Context: an optimization exercise on an open-source flow, tuned for small area, a short achievable clock period and few clock cycles per item. The choices shown serve that exercise and are no tape-out recipe. Only simulation tests tie the RTL to the original design; equivalence was not proved. Power is estimated from default activity; no workload was simulated.

## flow/constraint.sdc

```tcl
create_clock -name core_clock -period 5.0 [get_ports {clk}]
set_input_delay 1.0000 -clock core_clock [delete_from_list [all_inputs] [get_ports {clk}]]
set_output_delay 1.0000 -clock core_clock [all_outputs]
set_load 0.01 [all_outputs]
```

## flow/config.mk

```make
export PLATFORM = sky130hd
export DESIGN_NAME = vcpu_decoder
export DESIGN_NICKNAME = vcpu_decoder
export VERILOG_FILES = /design/flow/design.v
export SDC_FILE = /design/flow/constraint.sdc
export NUM_CORES = 4
export LEC_CHECK = 0
export CAP_MARGIN = 20
export CORE_MARGIN = 2
export CORE_UTILIZATION = 40
export SLEW_MARGIN = 20
```

## flow/run.sh

```bash
#!/bin/bash
# synth_recipe.tcl (not shown) runs the flow's synth.tcl, then flattens the netlist and writes it again
# the make line also repeats each setting of config.mk as NAME=value (left out here)
make -C /OpenROAD-flow-scripts/flow DESIGN_CONFIG=/design/flow/config.mk WORK_HOME=/design/flow/orfs CLKGATE_MAP_FILE= SYNTH_SCRIPT=/design/flow/synth_recipe.tcl finish
```

## flow/design.v

```verilog
module vcpu_decoder (
    input  wire        clk,
    input  wire        rst,         
    input  wire [63:0] in_data,
    input  wire [7:0]  in_oob,
    input  wire [3:0]  in_avail,
    output wire [3:0]  in_take,
    output reg         out_valid,
    output reg         out_ok,
    output reg  [2:0]  out_reason,
    output reg  [4:0]  out_len,
    output reg  [7:0]  out_op,
    output reg  [1:0]  out_size,
    output reg         out_dcr,
    output reg         out_scr,
    output reg  [3:0]  out_d_reg,
    output reg  [2:0]  out_d_mode,
    output reg  [7:0]  out_d_xb,
    output reg  [63:0] out_d_val,
    output reg  [3:0]  out_s_reg,
    output reg  [2:0]  out_s_mode,
    output reg  [7:0]  out_s_xb,
    output reg  [63:0] out_s_val
);
    localparam [2:0] R_NONE = 3'd0, R_UNKNOWN_OPCODE = 3'd1, R_UNKNOWN_EXT = 3'd2,
                     R_RESERVED_BITS = 3'd3, R_INVALID_ADDR = 3'd4, R_OOB = 3'd5;
    localparam [1:0] F_NONE = 2'd0, F_Z = 2'd1, F_U = 2'd2, F_B = 2'd3;
    localparam [2:0] RO_R = 3'd0, RO_W = 3'd1, RO_CNT = 3'd2, RO_OFF = 3'd3,
                     RO_OFF8 = 3'd4, RO_AW = 3'd5, RO_EA = 3'd6;
    localparam [2:0] M_IMM = 3'd1, M_ABS = 3'd2, M_REG = 3'd3, M_IND = 3'd4, M_RR = 3'd5;
    localparam [2:0] ST_OP = 3'd0, ST_B1 = 3'd1, ST_DD = 3'd2, ST_SD = 3'd3,
                     ST_DPAY = 3'd4, ST_SPAY = 3'd5;
    function [1:0] fmt_of(input [7:0] op);
        case (op)
            8'h00, 8'h01, 8'h02, 8'h03: fmt_of = F_Z;
            8'h04, 8'h08, 8'h30, 8'h31,
            8'h40, 8'h41, 8'h42, 8'h43, 8'h44, 8'h45: fmt_of = F_U;
            8'h10, 8'h11, 8'h12, 8'h13,
            8'h20, 8'h21, 8'h22, 8'h23, 8'h24, 8'h25, 8'h26: fmt_of = F_B;
            default: fmt_of = F_NONE;
        endcase
    endfunction
    function [2:0] role_d_of(input [7:0] op);
        case (op)
            8'h04, 8'h30, 8'h25: role_d_of = RO_R;      
            8'h08:               role_d_of = RO_OFF;    
            8'h40, 8'h41, 8'h42, 8'h43, 8'h44, 8'h45: role_d_of = RO_OFF8;
            8'h26:               role_d_of = RO_AW;     
            default:             role_d_of = RO_W;      
        endcase
    endfunction
    function [2:0] role_s_of(input [7:0] op);
        case (op)
            8'h10, 8'h11, 8'h12, 8'h13: role_s_of = RO_CNT;
            8'h26:                      role_s_of = RO_EA;
            default:                    role_s_of = RO_R;
        endcase
    endfunction
    function desc_ok(input [7:0] desc, input [2:0] role, input crflag);
        reg [3:0] mode;
        reg       hi_reg;
        reg       admitted;
        begin
            mode   = desc[3:0];
            hi_reg = desc[7];
            case (role)
                RO_R:    admitted = (mode >= 4'd1 && mode <= 4'd5);
                RO_W:    admitted = (mode >= 4'd2 && mode <= 4'd5);
                RO_CNT:  admitted = (mode == 4'd1 || mode == 4'd3);
                RO_OFF:  admitted = (mode == 4'd1);
                RO_OFF8: admitted = (mode == 4'd1);
                RO_AW:   admitted = (mode == 4'd3) && hi_reg;
                RO_EA:   admitted = (mode == 4'd1 || mode == 4'd2 || mode == 4'd4 || mode == 4'd5);
                default: admitted = 1'b0;
            endcase
            desc_ok = (mode >= 4'd1 && mode <= 4'd5)
                   && (!crflag || (mode == 4'd3 && hi_reg))
                   && admitted
                   && (mode != 4'd5 || hi_reg);
        end
    endfunction
    function [3:0] plen_of(input [2:0] mode, input [1:0] size);
        case (mode)
            M_IMM:   plen_of = 4'd1 << size;
            M_ABS:   plen_of = 4'd8;
            M_RR:    plen_of = 4'd1;
            default: plen_of = 4'd0;
        endcase
    endfunction
    reg [2:0]  state;
    reg [4:0]  len;         
    reg [7:0]  op;
    reg [7:0]  b1;
    reg [7:0]  dd;
    reg [7:0]  sd;
    reg [3:0]  cnt;         
    reg [7:0]  d_xb, s_xb;
    reg [63:0] d_val, s_val;
    wire [7:0] byte0   = in_data[7:0];
    wire       have    = (in_avail != 4'd0);
    wire       oob     = in_oob[0];
    wire [4:0] len1    = len + 5'd1;
    wire [1:0] fmt     = fmt_of(op);
    wire [1:0] size    = b1[1:0];
    wire [3:0] d_plen  = plen_of(dd[2:0], size);
    wire [3:0] s_plen  = plen_of(sd[2:0], size);
    assign in_take = have ? 4'd1 : 4'd0;
    task emit(input ok, input [2:0] reason, input [7:0] r_op, input [7:0] r_b1,
              input [7:0] r_dd, input [7:0] r_sd, input [7:0] r_dxb, input [63:0] r_dval,
              input [7:0] r_sxb, input [63:0] r_sval);
        begin
            out_valid  <= 1'b1;
            out_ok     <= ok;
            out_reason <= reason;
            out_len    <= len1;
            out_op     <= r_op;
            out_size   <= r_b1[1:0];
            out_dcr    <= r_b1[7];
            out_scr    <= r_b1[6];
            out_d_reg  <= r_dd[7:4];
            out_d_mode <= r_dd[2:0];
            out_d_xb   <= r_dxb;
            out_d_val  <= r_dval;
            out_s_reg  <= r_sd[7:4];
            out_s_mode <= r_sd[2:0];
            out_s_xb   <= r_sxb;
            out_s_val  <= r_sval;
            state      <= ST_OP;
            len        <= 5'd0;
        end
    endtask
    task fail(input [2:0] reason);
        emit(1'b0, reason, op, b1, dd, sd, d_xb, d_val, s_xb, s_val);
    endtask
    always @(posedge clk) begin
        if (rst) begin
            state     <= ST_OP;
            len       <= 5'd0;
            out_valid <= 1'b0;
        end else begin
            out_valid <= 1'b0;
            if (have) begin
                if (oob) begin
                    fail(R_OOB);
                end else begin
                    len <= len1;
                    case (state)
                    ST_OP: begin
                        op    <= byte0;
                        d_val <= 64'd0;
                        s_val <= 64'd0;
                        d_xb  <= 8'd0;
                        s_xb  <= 8'd0;
                        if (byte0[7:4] == 4'hf)
                            fail(R_UNKNOWN_EXT);        
                        else if (fmt_of(byte0) == F_NONE)
                            fail(R_UNKNOWN_OPCODE);
                        else
                            state <= ST_B1;
                    end
                    ST_B1: begin
                        b1 <= byte0;
                        if (byte0[5:2] != 4'd0)
                            fail(R_RESERVED_BITS);
                        else if ((byte0[7] || byte0[6]) && op != 8'h20)
                            fail(R_INVALID_ADDR);
                        else if (role_d_of(op) == RO_OFF8 && fmt == F_U && byte0[1:0] != 2'd0)
                            fail(R_INVALID_ADDR);
                        else if (fmt == F_Z)
                            emit(1'b1, R_NONE, op, byte0, 8'd0, 8'd0, 8'd0, 64'd0, 8'd0, 64'd0);
                        else
                            state <= ST_DD;
                    end
                    ST_DD: begin
                        dd <= byte0;
                        if (!desc_ok(byte0, role_d_of(op), b1[7]))
                            fail(R_INVALID_ADDR);
                        else if (fmt == F_B)
                            state <= ST_SD;
                        else if (plen_of(byte0[2:0], size) != 4'd0) begin
                            state <= ST_DPAY;
                            cnt   <= plen_of(byte0[2:0], size);
                        end else
                            emit(1'b1, R_NONE, op, b1, byte0, 8'd0, 8'd0, 64'd0, 8'd0, 64'd0);
                    end
                    ST_SD: begin
                        sd <= byte0;
                        if (!desc_ok(byte0, role_s_of(op), b1[6]))
                            fail(R_INVALID_ADDR);
                        else if (d_plen != 4'd0) begin
                            state <= ST_DPAY;
                            cnt   <= d_plen;
                        end else if (plen_of(byte0[2:0], size) != 4'd0) begin
                            state <= ST_SPAY;
                            cnt   <= plen_of(byte0[2:0], size);
                        end else
                            emit(1'b1, R_NONE, op, b1, dd, byte0, 8'd0, 64'd0, 8'd0, 64'd0);
                    end
                    ST_DPAY: begin
                        cnt <= cnt - 4'd1;
                        if (dd[2:0] == M_RR) begin
                            d_xb <= byte0;
                        end else begin
                            d_val <= {d_val[55:0], byte0};
                        end
                        if (dd[2:0] == M_RR && byte0[3] != 1'b0)
                            fail(R_INVALID_ADDR);
                        else if (cnt == 4'd1) begin
                            if (fmt == F_B && s_plen != 4'd0) begin
                                state <= ST_SPAY;
                                cnt   <= s_plen;
                            end else
                                emit(1'b1, R_NONE, op, b1, dd, sd,
                                     (dd[2:0] == M_RR) ? byte0 : d_xb,
                                     (dd[2:0] == M_RR) ? d_val : {d_val[55:0], byte0},
                                     s_xb, s_val);
                        end
                    end
                    ST_SPAY: begin
                        cnt <= cnt - 4'd1;
                        if (sd[2:0] == M_RR) begin
                            s_xb <= byte0;
                        end else begin
                            s_val <= {s_val[55:0], byte0};
                        end
                        if (sd[2:0] == M_RR && byte0[3] != 1'b0)
                            fail(R_INVALID_ADDR);
                        else if (cnt == 4'd1)
                            emit(1'b1, R_NONE, op, b1, dd, sd, d_xb, d_val,
                                 (sd[2:0] == M_RR) ? byte0 : s_xb,
                                 (sd[2:0] == M_RR) ? s_val : {s_val[55:0], byte0});
                    end
                    default: state <= ST_OP;
                    endcase
                end
            end
        end
    end
endmodule
```

==> results.sh <==
export IMPL_cts_resized=0
export IMPL_synthArstFlopShare=0
export IMPL_firstDrtPassIters=6
export IMPL_drt_iter0_drc=1097
export IMPL_clk_latency_ns=0.56
export IMPL_via_count=13000
export IMPL_startpoint_type="input pin"
export IMPL_grt_pass1_wl_mm=70.6
export IMPL_clk_pin_slew_ns=0.06
export IMPL_place_congestion=0.851
export IMPL_arrival_ns=4.04
export IMPL_worstSetupEndpointType="register"
export IMPL_rsz0062_at_grt="false"
export IMPL_critPathMaxFanout=40
export IMPL_cts_tree="done"
export IMPL_fin_crit_sh=0.762
export IMPL_diodes=0
export IMPL_post_cts_setup_buffers=0
export IMPL_grt_max_degree=80
export IMPL_required_ns=5.23
export IMPL_drv_cap=0
export IMPL_grt_pass1_vias=12400
export IMPL_avgSynthCellArea_um2=10.5
export IMPL_min_period_ns=3.81
export IMPL_crit_chain="clkdlybuf4s50_1 > a21boi_0 > or3_1 > o311a_1 > nand3_1 > or2_1 > a211oi_4 > buf_12 > buf_12"
export IMPL_ys_flop_type="edfxtp_1"
export IMPL_leakage_nw=7.41
export IMPL_r2r_cells=9
export IMPL_cts_max_level=2
export IMPL_ys_seq_elements=362
export IMPL_viasPerCell=5.47
export IMPL_hold_path_class="register to register"
export IMPL_r2r_end="out_s_val[50]"
export IMPL_antenna_left=0
export IMPL_final_util=0.501
export IMPL_grt_use_total=0.201
export IMPL_grt_antenna_before_repair=1
export IMPL_io_buffers=195
export IMPL_core_area_um2=42200
export IMPL_dieHeight_um=211
export IMPL_die_area_um2=44700
export IMPL_place_ws_ns=0.662
export IMPL_fin_nets=1880
export IMPL_cts_buffer_depth=3
export IMPL_synth_top_cell_by_area="edfxtp_1"
export IMPL_rrSetupSlack_ns=1.35
export IMPL_numCtsBuffers=42
export IMPL_start_util=0.407
export IMPL_critical_path_endpoint="out_s_val[50]"
export IMPL_ys_seq_area_frac=0.627
export IMPL_slowest_stage="clkdlybuf4s50_1"
export IMPL_fmax_mhz=262
export IMPL_r2r_start="state[0]"
export IMPL_cpLargestDelayFamily="buffers and inverters"
export IMPL_cts_root_buf="clkbuf_16"
export IMPL_drc=0
export IMPL_synth_top_area_frac=0.616
export IMPL_yosys_warnings=1
export IMPL_drt_wl_total_mm=45.3
export IMPL_status="no timing/DRC/antenna violations"
export IMPL_placed_area_um2=19800
export IMPL_synth_edff_count=353
export IMPL_finalClockSkew_ns=0.0220
export IMPL_critPathBufInv=3
export IMPL_grt_ovfl_total=0
export IMPL_cts_sinks=362
export IMPL_wl_per_cell_um=19.1
export IMPL_area_growth_pct=22.9
export IMPL_setup_ws_ns=1.19
export IMPL_yosysUniqueCellTypes=74
export IMPL_cpPeakStageDelay_ns=0.76
export IMPL_die_w_um=211
export IMPL_rows=75
export IMPL_p_per_area_nw_per_um2=329
export IMPL_cp_common_cell="buf_12"
export IMPL_hold_violations=0
export IMPL_finalSetupViolCount=0
export IMPL_drive_gt1_frac=0.0994
export IMPL_hpwl_mm=27.6
export IMPL_syn_area_um2=17200
export IMPL_worst_slew_pin_slew_ns=1.07
export IMPL_worstSetupPathType="input pin to register"
export IMPL_slew_headroom=0.286
export IMPL_maxSlewViolCount=0
export IMPL_fin_area_um2=21100
export IMPL_syn_inst=1640
export IMPL_io_pins=262
export IMPL_cts_hold_buf=0
export IMPL_ir_drop_v=0.000279
export IMPL_synthTopCellsByArea="edfxtp_1 (62%), a21oi_1 (8.6%), nand2_1 (8.3%), o21ai_2 (3.1%), nor3_1 (2.2%)"
export IMPL_cp_depth=9
export IMPL_startpoint="in_data[3]"
==> logic make-up (layout without fill, tap and decap cells) <==
logic type      Yosys count  count (layout)  synth area share
buf+inv                 211             400            0.0509
mux                       5               5           0.00313
xor+xnor                 10              10           0.00509
simple gates            584             584             0.148
compound gates          464             464             0.164
fa+ha+maj                 3               3           0.00218
flops                   362             362             0.627
other cells               1               3          0.000218
==> worst min-delay path by stage <==
stage | slack [ns] | startpoint | depth (start not counted) | to
floorplan | 0.46 | len[4] | 1 | len[4]
global placement | 0.47 | len[4] | 1 | len[4]
detailed placement | 0.48 | len[4] | 1 | len[4]
CTS | 0.49 | len[4] | 1 | len[4]
global route | 0.50 | len[4] | 1 | len[4]
finish | 0.49 | len[4] | 1 | len[4]
==> stage by stage <==
stage | cells | total power, mW | hold slack [ns] | setup TNS, ns
2_1_floorplan | 1642 | 3.80 | 0.463 | -435.23
3_3_place_gp | 2293 | 4.06 | 0.469 | 0
3_5_place_dp | 2293 | 4.07 | 0.478 | 0
4_1_cts | 2369 | 7.04 | 0.492 | 0
5_1_grt | 2370 | 7.18 | 0.498 | 0
6_report | 2370 | 6.95 | 0.486 | 0
==> cell type report <==
cell class                      instances  area [um^2]
Clock inverter                         15          151
Multi-Input combinational cell       1069         5680
Tap cell                              539          674
Inverter                               91          342
Fill cell                            3809        21100
Sequential cell                       362        10800
Clock buffer                           61         1140
Timing Repair Buffer                  233         2370
==> synthesized netlist by cell type, types with 3 or more instances <==
library cell  number
buf_1              3
ha_1               3
and2_1             7
o21ai_0           34
nor3_1            77
xnor2_1            5
xor2_1             5
inv_1             91
and3_1             5
mux2_2             3
buf_2             12
nand4_1           12
a21boi_0          11
nor4_1             6
or3_1              6
nor2_1            40
buf_4              4
nor3b_1            4
dfxtp_1            9
o21ai_2           60
buf_6              7
nor2b_1            6
nand3_1            9
a31oi_1           12
clkbuf_1          93
nand2_1          381
nand4b_1           4
a21oi_1          294
nand2b_1          11
a22o_1            10
a211oi_1           3
o211ai_1           6
a32o_1             3
edfxtp_1         353
==> worst reg2reg max path: stages (launching register included) <==
cell and delay [ns]:
dfxtp_1 0.83, nand4b_1 0.24, a21boi_0 0.41, or3_1 0.24, o311a_1 0.18, nand3_1 0.14
or2_1 0.38, a211oi_4 0.37, buf_12 0.24, buf_12 0.26
==> power breakdown <==
| part | switching, mW | internal, mW | leakage [nW] |
|---|---|---|---|
| registers | 0.0652 | 3.46 | 3.50 |
| logic | 0.259 | 0.211 | 3.29 |
| clock network | 1.21 | 1.74 | 0.622 |
==> placed cells by master, fill, tap and decap left out, types with 3 or more instances in the layout <==
master	synthesis	layout
bufinv_16	0	3
inv_1	91	91
nand4b_1	4	4
conb_1	1	3
nor2b_1	6	5
clkdlybuf4s50_1	0	195
a32o_1	3	3
buf_4	4	26
nor2_1	40	37
nand2_1	381	377
and3_1	5	5
edfxtp_1	353	353
a21oi_1	294	291
xor2_1	5	5
o21ai_0	34	34
nor3b_1	4	4
a31oi_1	12	12
buf_12	0	11
ha_1	3	3
nor3_1	77	75
nor2_4	0	3
or3_1	6	5
xnor2_1	5	5
a22o_1	10	10
nand2_2	0	4
nand2b_1	11	11
nand3_1	9	9
mux2_2	3	3
nor4_1	6	4
dfxtp_1	9	9
o21ai_2	60	60
and2_1	7	6
a21boi_0	11	10
clkbuf_16	0	43
clkbuf_1	93	18
o211ai_1	6	6
nor4_2	1	3
clkinv_1	0	7
nand4_1	12	12
==> metal layers <==
metal	global-route usage	wire, um	vias to the layer above
li1	-	-	6178
met1	0.291	20400	6272
met2	0.313	21200	454
met3	0.0295	2740	71
met4	0.0590	947	0
met5	0	0	-
Testbench counts, summed over its fixed seeds: cycles 90,770, insns 13,919.

## re-timing with driven ports
How much do the figures lean on ideal ports? The routed layout below was timed once more, with nothing changed but the port constraints.
Step 1, drivers: a clkbuf_16 drives clk and a buf_2 each remaining input, both assumed.
Step 2 adds t to the input delays and takes it off the output delays; t is the mean of the earliest and latest rising clock arrival at the registers after step 1. Input paths then give back, and output paths get back, about the clock's delay inside the block.
a / b / c = no drivers / after step 1 / after step 2; a / b = the first two.
shift t [ns]: 0.601
setup WS [ns]: 1.190 / 1.209 / 0.607
worst hold slack (ns): 0.486 / 0.486 / 0.486
worst data-port slew with drivers (ns): 0.05
After both steps this run still meets setup and hold. The setup slack of this run moves by +0.019 ns with the drivers and by -0.583 ns with both steps.
